Context: an optimization exercise on an open-source flow, tuned for small area, a short achievable clock period and few clock cycles per item. The choices shown serve that exercise and are no tape-out recipe.
At most, simulation tests tie the RTL to the original design; equivalence was not proved.
Power figures rest on the tool's default switching activity, not on a simulated workload.

green:
// csum_unit
module csum_unit #(
    parameter [15:0] RXB         = 16'h4000,
    parameter [15:0] TXB         = 16'h8000,
    parameter [15:0] RXBUF_SIZE  = 16'd1536,
    parameter [15:0] TXBUF_SIZE  = 16'd1536
) (
    input  wire        clk,
    input  wire        rst,           
    input  wire        cmd_valid,
    output wire        cmd_ready,
    input  wire [31:0] cmd_seed,
    input  wire [15:0] cmd_addr,
    input  wire [15:0] cmd_len,
    output wire        mem_req,
    input  wire        mem_gnt,
    output wire [13:0] mem_waddr,
    input  wire [31:0] mem_rdata,
    output wire        rsp_valid,
    output wire        rsp_err,
    output wire [15:0] rsp_sum
);
For scale: roughly 130 I/O pins.
==> module csum_unit, before the edit <==
module csum_unit #(
    parameter [15:0] RXB         = 16'h4000,
    parameter [15:0] TXB         = 16'h8000,
    parameter [15:0] RXBUF_SIZE  = 16'd1536,
    parameter [15:0] TXBUF_SIZE  = 16'd1536
) (
    input  wire        clk,
    input  wire        rst,           
    input  wire        cmd_valid,
    output wire        cmd_ready,
    input  wire [31:0] cmd_seed,
    input  wire [15:0] cmd_addr,
    input  wire [15:0] cmd_len,
    output wire        mem_req,
    input  wire        mem_gnt,
    output wire [13:0] mem_waddr,
    input  wire [31:0] mem_rdata,
    output wire        rsp_valid,
    output wire        rsp_err,
    output wire [15:0] rsp_sum
);
    reg        idle;       
    reg        busy;       
    reg        chk;        
    reg        chk2;       
    reg        reqv;       
    reg        first;      
    reg        dvalid;     
    reg        dfirst;     
    reg        dlast;      
    reg        rlast;      
    reg        g;          
    reg        f1;         
    reg        f2;         
    reg        rspv;
    reg        err;        
    reg        rerr;       
    reg        pre_ok;     
    reg        sel;        
    reg [1:0]  a_lo;       
    reg [10:0] l;          
    reg [8:0]  w;          
    reg [31:0] r;          
    reg [15:0] acc_lo;
    reg [15:0] acc_hi;
    reg [1:0]  cy;         
    wire [11:0] ta = {1'b0, w, a_lo};
    wire [11:0] tb = {1'b0, l};
    wire [12:0] t  = {1'b0, ~(ta ^ tb)} + {(ta | tb), 1'b0};
    wire        ok = pre_ok && (!t[12] || (!t[11] && !(t[10] && t[9])));
    wire        zero = (l == 11'd0);
    wire        none = chk && zero;
    wire gnt      = reqv && mem_gnt;
    wire single   = (l[10:3] == 8'd0) && ({1'b0, l[2:0]} + {2'b00, a_lo} <= 4'd4);
    wire last_now = chk ? single : (w == l[10:2]);
    wire accept   = !busy && cmd_valid;
    reg  [8:0] w_all;      
    integer k;
    always @(*) begin
        w_all[0] = 1'b1;
        for (k = 1; k < 9; k = k + 1)
            w_all[k] = w_all[k-1] & w[k-1];
    end
    wire [8:0] w_n = w ^ (w_all & {9{gnt}});
    wire [3:0] m_lo = dfirst ? (4'b1111 << a_lo) : 4'b1111;
    wire [3:0] m_hi = dlast  ? (4'b1111 >> (2'd3 - l[1:0])) : 4'b1111;
    wire [3:0] m    = {4{dvalid && !err}} & m_lo & m_hi;
    wire [3:0] ms   = m & {4{!a_lo[0]}};                      
    wire [3:0] mx   = {m[2], m[3], m[0], m[1]} & {4{a_lo[0]}};  
    wire [31:0] rd  = mem_rdata;
    wire [31:0] rdx = {rd[23:16], rd[31:24], rd[7:0], rd[15:8]};
    wire [15:0] hi_n = acc_hi + {14'd0, cy};
    wire        inj  = g || (chk && zero);
    wire [31:0] r_n  = (rd  & {{8{ms[3]}}, {8{ms[2]}}, {8{ms[1]}}, {8{ms[0]}}}) |
                       (rdx & {{8{mx[3]}}, {8{mx[2]}}, {8{mx[1]}}, {8{mx[0]}}}) |
                       {16'd0, hi_n[7:0], hi_n[15:8]} & {32{inj}};
    wire [15:0] w0   = {r[7:0], r[15:8]};
    wire [15:0] w1   = {r[23:16], r[31:24]};
    wire [15:0] cs_s = acc_lo ^ w0 ^ w1;
    wire [15:0] cs_c = (acc_lo & w0) | (acc_lo & w1) | (w0 & w1);
    wire [17:0] lo_n = {2'd0, cs_s} + {1'd0, cs_c, f2 & cy[0]};
    always @(posedge clk) begin
        r      <= r_n;
        dfirst <= first;
        dlast  <= last_now;
        acc_hi <= !busy ? cmd_seed[31:16] : hi_n;
        cy     <= !busy ? 2'd0 : lo_n[17:16];
        if (!busy)
            acc_lo <= cmd_seed[15:0];
        else if (chk2 && err)
            acc_lo <= 16'd0;
        else
            acc_lo <= lo_n[15:0];
        if (!busy) begin
            pre_ok <= ((cmd_addr[15:11] == 5'b01000) || (cmd_addr[15:11] == 5'b10000)) &&
                      (cmd_len[15:11] == 5'd0);
            sel    <= cmd_addr[15];
            a_lo   <= cmd_addr[1:0];
        end
        if (!busy)
            l <= cmd_len[10:0];
        else if (chk)
            l <= t[10:0];
        w <= !busy ? cmd_addr[10:2] : w_n;
        if (chk)
            err <= !ok;
        rerr <= chk2 && err;
    end
    always @(posedge clk) begin
        if (rst) begin
            idle   <= 1'b1;
            busy   <= 1'b0;
            chk    <= 1'b0;
            chk2   <= 1'b0;
            reqv   <= 1'b0;
            dvalid <= 1'b0;
            rlast  <= 1'b0;
            g      <= 1'b0;
            f1     <= 1'b0;
            f2     <= 1'b0;
            rspv   <= 1'b0;
        end else begin
            chk    <= accept;
            chk2   <= chk;
            dvalid <= gnt && !none;
            rlast  <= dvalid && dlast && !err;
            g      <= rlast;
            f1     <= g || (chk && zero);
            f2     <= f1 && !err;
            rspv   <= f2 || (chk2 && err);
            if (accept) begin
                idle  <= 1'b0;
                busy  <= 1'b1;
                reqv  <= 1'b1;
                first <= 1'b1;
            end
            if (rspv) begin
                idle <= 1'b1;
                busy <= 1'b0;
            end
            if (gnt) begin
                first <= 1'b0;
                if (last_now)
                    reqv <= 1'b0;
            end
            if (none || (chk2 && err))
                reqv <= 1'b0;
        end
    end
    assign cmd_ready = idle;
    assign mem_req   = reqv;
    assign mem_waddr = {sel, ~sel, 3'b000, w};
    assign rsp_valid = rspv;
    assign rsp_err   = rerr;
    assign rsp_sum   = acc_lo;
endmodule
export LEC_CHECK = 0
export CAP_MARGIN = 20
export CORE_MARGIN = 2
export CORE_UTILIZATION = 40
export SLEW_MARGIN = 20
create_clock -name core_clock -period 10.0 [get_ports {clk}]
standard.sh (not shown) runs the stock make flow with config.mk's settings and CLKGATE_MAP_FILE= SYNTH_SCRIPT=/design/flow/synth_recipe.tcl, a recipe that flattens the netlist after the stock synthesis.
==> flow/flow/run.sh <==
#!/bin/bash
export BUFFER_PORTS_ARGS="-buffer_cell sky130_fd_sc_hd__buf_1"
export SETUP_SLACK_MARGIN=6.9
bash standard.sh > standard.log 2>&1
green: flow completed, timing, DRC and antenna clean
Testbench counts of green, summed over its fixed seeds: cycles 64,474, items 512.
The inputs of purple differ from those of green as listed below.
--- a/flow/design.v
+++ b/flow/design.v
@@ -35,5 +35,4 @@
     reg        rspv;
     reg        err;        
-    reg        rerr;       
     reg        pre_ok;     
     reg        sel;        
@@ -55,12 +54,4 @@
     wire last_now = chk ? single : (w == l[10:2]);
     wire accept   = !busy && cmd_valid;
-    reg  [8:0] w_all;      
-    integer k;
-    always @(*) begin
-        w_all[0] = 1'b1;
-        for (k = 1; k < 9; k = k + 1)
-            w_all[k] = w_all[k-1] & w[k-1];
-    end
-    wire [8:0] w_n = w ^ (w_all & {9{gnt}});
     wire [3:0] m_lo = dfirst ? (4'b1111 << a_lo) : 4'b1111;
     wire [3:0] m_hi = dlast  ? (4'b1111 >> (2'd3 - l[1:0])) : 4'b1111;
@@ -102,8 +93,10 @@
         else if (chk)
             l <= t[10:0];
-        w <= !busy ? cmd_addr[10:2] : w_n;
+        if (!busy)
+            w <= cmd_addr[10:2];
+        else if (gnt)
+            w <= w + 9'd1;
         if (chk)
             err <= !ok;
-        rerr <= chk2 && err;
     end
     always @(posedge clk) begin
@@ -152,5 +145,5 @@
     assign mem_waddr = {sel, ~sel, 3'b000, w};
     assign rsp_valid = rspv;
-    assign rsp_err   = rerr;
+    assign rsp_err   = err;
     assign rsp_sum   = acc_lo;
 endmodule
- Taking purple over green, the detailed placer's ending HPWL ratio works out to 0.919.
- Internal power in purple is about 1.3% lower than in green
- Number of cells in the finished layout apart from fillers was lower in purple than in green.
- What green reported for global-route wire length before repair has to be multiplied by 0.913 to get the figure for purple.
- green has higher basic-gate share of the synthesized area counting and, or, nand and nor cells than purple.
- Row sequential share of layout area: purple higher / green lower
- purple -> green: critical path data arrival time flat
- Going from green to purple, the part of the total power dissipated in sequential elements was found to have gone up by 1.3 points.
- Relative to green, average via count per standard cell decreased by 2.5% in purple.
- When purple is set beside green, its worst hold slack turns out to be 0.0047 ns larger.
No functional check of the RTL was part of purple.

========
The RTL this note starts from:
==> flow/design.v <==
module csum_unit #(
    parameter [15:0] RXB         = 16'h4000,
    parameter [15:0] TXB         = 16'h8000,
    parameter [15:0] RXBUF_SIZE  = 16'd1536,
    parameter [15:0] TXBUF_SIZE  = 16'd1536
) (
    input  wire        clk,
    input  wire        rst,           
    input  wire        cmd_valid,
    output wire        cmd_ready,
    input  wire [31:0] cmd_seed,
    input  wire [15:0] cmd_addr,
    input  wire [15:0] cmd_len,
    output wire        mem_req,
    input  wire        mem_gnt,
    output wire [13:0] mem_waddr,
    input  wire [31:0] mem_rdata,
    output wire        rsp_valid,
    output wire        rsp_err,
    output wire [15:0] rsp_sum
);
    reg        idle;       
    reg        busy;       
    reg        chk;        
    reg        reqv;       
    reg        first;      
    reg        dvalid;     
    reg        dfirst;     
    reg        dlast;      
    reg        rlast;      
    reg        g;          
    reg        f1;         
    reg        f2;         
    reg        rspv;
    reg        err;
    reg        pre_ok;     
    reg        sel;        
    reg [1:0]  a_lo;       
    reg [10:0] l;          
    reg [8:0]  w;          
    reg [31:0] r;          
    reg [15:0] acc_lo;
    reg [15:0] acc_hi;
    reg [1:0]  cy;         
    wire [11:0] ta = {1'b0, w, a_lo};
    wire [11:0] tb = {1'b0, l};
    wire [12:0] t  = {1'b0, ~(ta ^ tb)} + {(ta | tb), 1'b0};
    wire        ok = pre_ok && (!t[12] || (!t[11] && !(t[10] && t[9])));
    wire        zero = (l == 11'd0);
    wire        none = chk && (!ok || zero);
    wire gnt      = reqv && mem_gnt;
    wire single   = (l[10:3] == 8'd0) && ({1'b0, l[2:0]} + {2'b00, a_lo} <= 4'd4);
    wire last_now = chk ? single : (w == l[10:2]);
    wire accept   = !busy && cmd_valid;
    wire [3:0] m_lo = dfirst ? (4'b1111 << a_lo) : 4'b1111;
    wire [3:0] m_hi = dlast  ? (4'b1111 >> (2'd3 - l[1:0])) : 4'b1111;
    wire [3:0] m    = {4{dvalid}} & m_lo & m_hi;
    wire [3:0] ms   = m & {4{!a_lo[0]}};                      
    wire [3:0] mx   = {m[2], m[3], m[0], m[1]} & {4{a_lo[0]}};  
    wire [31:0] rd  = mem_rdata;
    wire [31:0] rdx = {rd[23:16], rd[31:24], rd[7:0], rd[15:8]};
    wire [15:0] hi_n = acc_hi + {14'd0, cy};
    wire        inj  = g || (chk && zero);
    wire [31:0] r_n  = (rd  & {{8{ms[3]}}, {8{ms[2]}}, {8{ms[1]}}, {8{ms[0]}}}) |
                       (rdx & {{8{mx[3]}}, {8{mx[2]}}, {8{mx[1]}}, {8{mx[0]}}}) |
                       {16'd0, hi_n[7:0], hi_n[15:8]} & {32{inj}};
    wire [15:0] w0   = {r[7:0], r[15:8]};
    wire [15:0] w1   = {r[23:16], r[31:24]};
    wire [17:0] lo_n = {2'd0, acc_lo} + {2'd0, w0} + {2'd0, w1} + {17'd0, f2 & cy[0]};
    always @(posedge clk) begin
        r      <= r_n;
        dfirst <= first;
        dlast  <= last_now;
        acc_hi <= !busy ? cmd_seed[31:16] : hi_n;
        cy     <= !busy ? 2'd0 : lo_n[17:16];
        if (!busy)
            acc_lo <= cmd_seed[15:0];
        else if (chk && !ok)
            acc_lo <= 16'd0;
        else
            acc_lo <= lo_n[15:0];
        if (!busy) begin
            pre_ok <= ((cmd_addr[15:11] == 5'b01000) || (cmd_addr[15:11] == 5'b10000)) &&
                      (cmd_len[15:11] == 5'd0);
            sel    <= cmd_addr[15];
            a_lo   <= cmd_addr[1:0];
        end
        if (!busy)
            l <= cmd_len[10:0];
        else if (chk)
            l <= t[10:0];
        if (!busy)
            w <= cmd_addr[10:2];
        else if (gnt)
            w <= w + 9'd1;
        if (chk)
            err <= !ok;
    end
    always @(posedge clk) begin
        if (rst) begin
            idle   <= 1'b1;
            busy   <= 1'b0;
            chk    <= 1'b0;
            reqv   <= 1'b0;
            dvalid <= 1'b0;
            rlast  <= 1'b0;
            g      <= 1'b0;
            f1     <= 1'b0;
            f2     <= 1'b0;
            rspv   <= 1'b0;
        end else begin
            chk    <= accept;
            dvalid <= gnt && !none;
            rlast  <= dvalid && dlast;
            g      <= rlast;
            f1     <= g || (chk && zero && ok);
            f2     <= f1 && lo_n[16];
            rspv   <= (f1 && !lo_n[16]) || f2 || (chk && !ok);
            if (accept) begin
                idle  <= 1'b0;
                busy  <= 1'b1;
                reqv  <= 1'b1;
                first <= 1'b1;
            end
            if (rspv) begin
                idle <= 1'b1;
                busy <= 1'b0;
            end
            if (gnt) begin
                first <= 1'b0;
                if (last_now)
                    reqv <= 1'b0;
            end
            if (none)
                reqv <= 1'b0;
        end
    end
    assign cmd_ready = idle;
    assign mem_req   = reqv;
    assign mem_waddr = {sel, ~sel, 3'b000, w};
    assign rsp_valid = rspv;
    assign rsp_err   = err;
    assign rsp_sum   = acc_lo;
endmodule
export LEC_CHECK = 0
export CAP_MARGIN = 20
export CORE_MARGIN = 2
export CORE_UTILIZATION = 40
export SLEW_MARGIN = 20
create_clock -name core_clock -period 10.0 [get_ports {clk}]
==> flow/flow/run.sh <==
#!/bin/bash
export BUFFER_PORTS_ARGS="-buffer_cell sky130_fd_sc_hd__buf_1"
export SETUP_SLACK_MARGIN=6.8
bash standard.sh > standard.log 2>&1
Change:
--- a/flow/design.v
+++ b/flow/design.v
@@ -21,10 +21,12 @@
 );
     reg        idle;       
     reg        busy;       
     reg        chk;        
+    reg        zero;       
     reg        reqv;       
     reg        first;      
+    reg        single;     
     reg        dvalid;     
     reg        dfirst;     
     reg        dlast;      
     reg        rlast;      
@@ -45,13 +47,10 @@
     wire [11:0] ta = {1'b0, w, a_lo};
     wire [11:0] tb = {1'b0, l};
     wire [12:0] t  = {1'b0, ~(ta ^ tb)} + {(ta | tb), 1'b0};
     wire        ok = pre_ok && (!t[12] || (!t[11] && !(t[10] && t[9])));
-    wire        zero = (l == 11'd0);
-    wire        none = chk && (!ok || zero);
     wire gnt      = reqv && mem_gnt;
-    wire single   = (l[10:3] == 8'd0) && ({1'b0, l[2:0]} + {2'b00, a_lo} <= 4'd4);
-    wire last_now = chk ? single : (w == l[10:2]);
+    wire last_now = first ? single : (w == l[10:2]);
     wire accept   = !busy && cmd_valid;
     wire [3:0] m_lo = dfirst ? (4'b1111 << a_lo) : 4'b1111;
     wire [3:0] m_hi = dlast  ? (4'b1111 >> (2'd3 - l[1:0])) : 4'b1111;
     wire [3:0] m    = {4{dvalid}} & m_lo & m_hi;
@@ -79,10 +78,13 @@
             acc_lo <= 16'd0;
         else
             acc_lo <= lo_n[15:0];
         if (!busy) begin
+            single <= (cmd_len[15:3] == 13'd0) &&
+                      ({1'b0, cmd_len[2:0]} + {2'b00, cmd_addr[1:0]} <= 4'd4);
             pre_ok <= ((cmd_addr[15:11] == 5'b01000) || (cmd_addr[15:11] == 5'b10000)) &&
                       (cmd_len[15:11] == 5'd0);
+            zero   <= (cmd_len == 16'd0);
             sel    <= cmd_addr[15];
             a_lo   <= cmd_addr[1:0];
         end
         if (!busy)
@@ -109,18 +111,18 @@
             f2     <= 1'b0;
             rspv   <= 1'b0;
         end else begin
             chk    <= accept;
-            dvalid <= gnt && !none;
+            dvalid <= gnt && !(chk && !ok);
             rlast  <= dvalid && dlast;
             g      <= rlast;
             f1     <= g || (chk && zero && ok);
             f2     <= f1 && lo_n[16];
             rspv   <= (f1 && !lo_n[16]) || f2 || (chk && !ok);
             if (accept) begin
                 idle  <= 1'b0;
                 busy  <= 1'b1;
-                reqv  <= 1'b1;
+                reqv  <= (cmd_len != 16'd0);
                 first <= 1'b1;
             end
             if (rspv) begin
                 idle <= 1'b1;
@@ -130,9 +132,9 @@
                 first <= 1'b0;
                 if (last_now)
                     reqv <= 1'b0;
             end
-            if (none)
+            if (chk && !ok)
                 reqv <= 1'b0;
         end
     end
     assign cmd_ready = idle;
After rerunning: The changed run finished clean. Sequential share of layout area goes up by 1.0 points. Non-clock buffer count drops by 12. Total power climbs by 3.8%. Global-route usage grows by 0.12 points. Final cell count grows by about 0.3%. Routed wire length is higher by 2.6%. Hold slack gains 0.098 ns. Via count is about the same. Synthesized cell count grows by 1.4%. Clock-buffer cell count does not change. Maximum frequency came out higher by 3.1%. Utilization is lower by 1.8 points.
No functional check of the RTL was part of any run of this note.

port drivers added, routing unchanged:
No port has a modelled driver above. Below, the same layouts with a new extraction and two added sets of constraints.
Step 1, drivers: a clkbuf_16 drives clk and a buf_2 each remaining input, both assumed.
Step 2 moves the port delays by t, midway between the first and last clock arrival at a register: inputs arrive t later, outputs are due t later. That takes back most of the time a late clock gives input paths.
Three values: no drivers, after step 1, after step 2; two values: the first two.
| run | shift t [ns] | setup WS [ns] | hold WS [ns] | slew at the worst register clock pin (ns) |
|---|---|---|---|---|
| green | 0.397 | 6.981 / 6.938 / 6.673 | 0.350 / 0.350 / 0.350 | 0.07 / 0.07 |
| purple | 0.388 | 6.971 / 6.929 / 7.037 | 0.355 / 0.355 / 0.355 | 0.07 / 0.07 |
| the first run of note 2 | 0.388 | 6.778 / 6.778 / 6.778 | 0.360 / 0.360 / 0.360 | 0.07 / 0.07 |
| the second run of note 2 | 0.388 | 6.875 / 6.875 / 6.512 | 0.458 / 0.458 / 0.458 | 0.07 / 0.07 |
After both steps setup and hold are still met in every run listed. For the second run of note 2, which loses most, drivers alone change the setup slack by 0.000 ns; drivers and shift together by -0.363 ns.
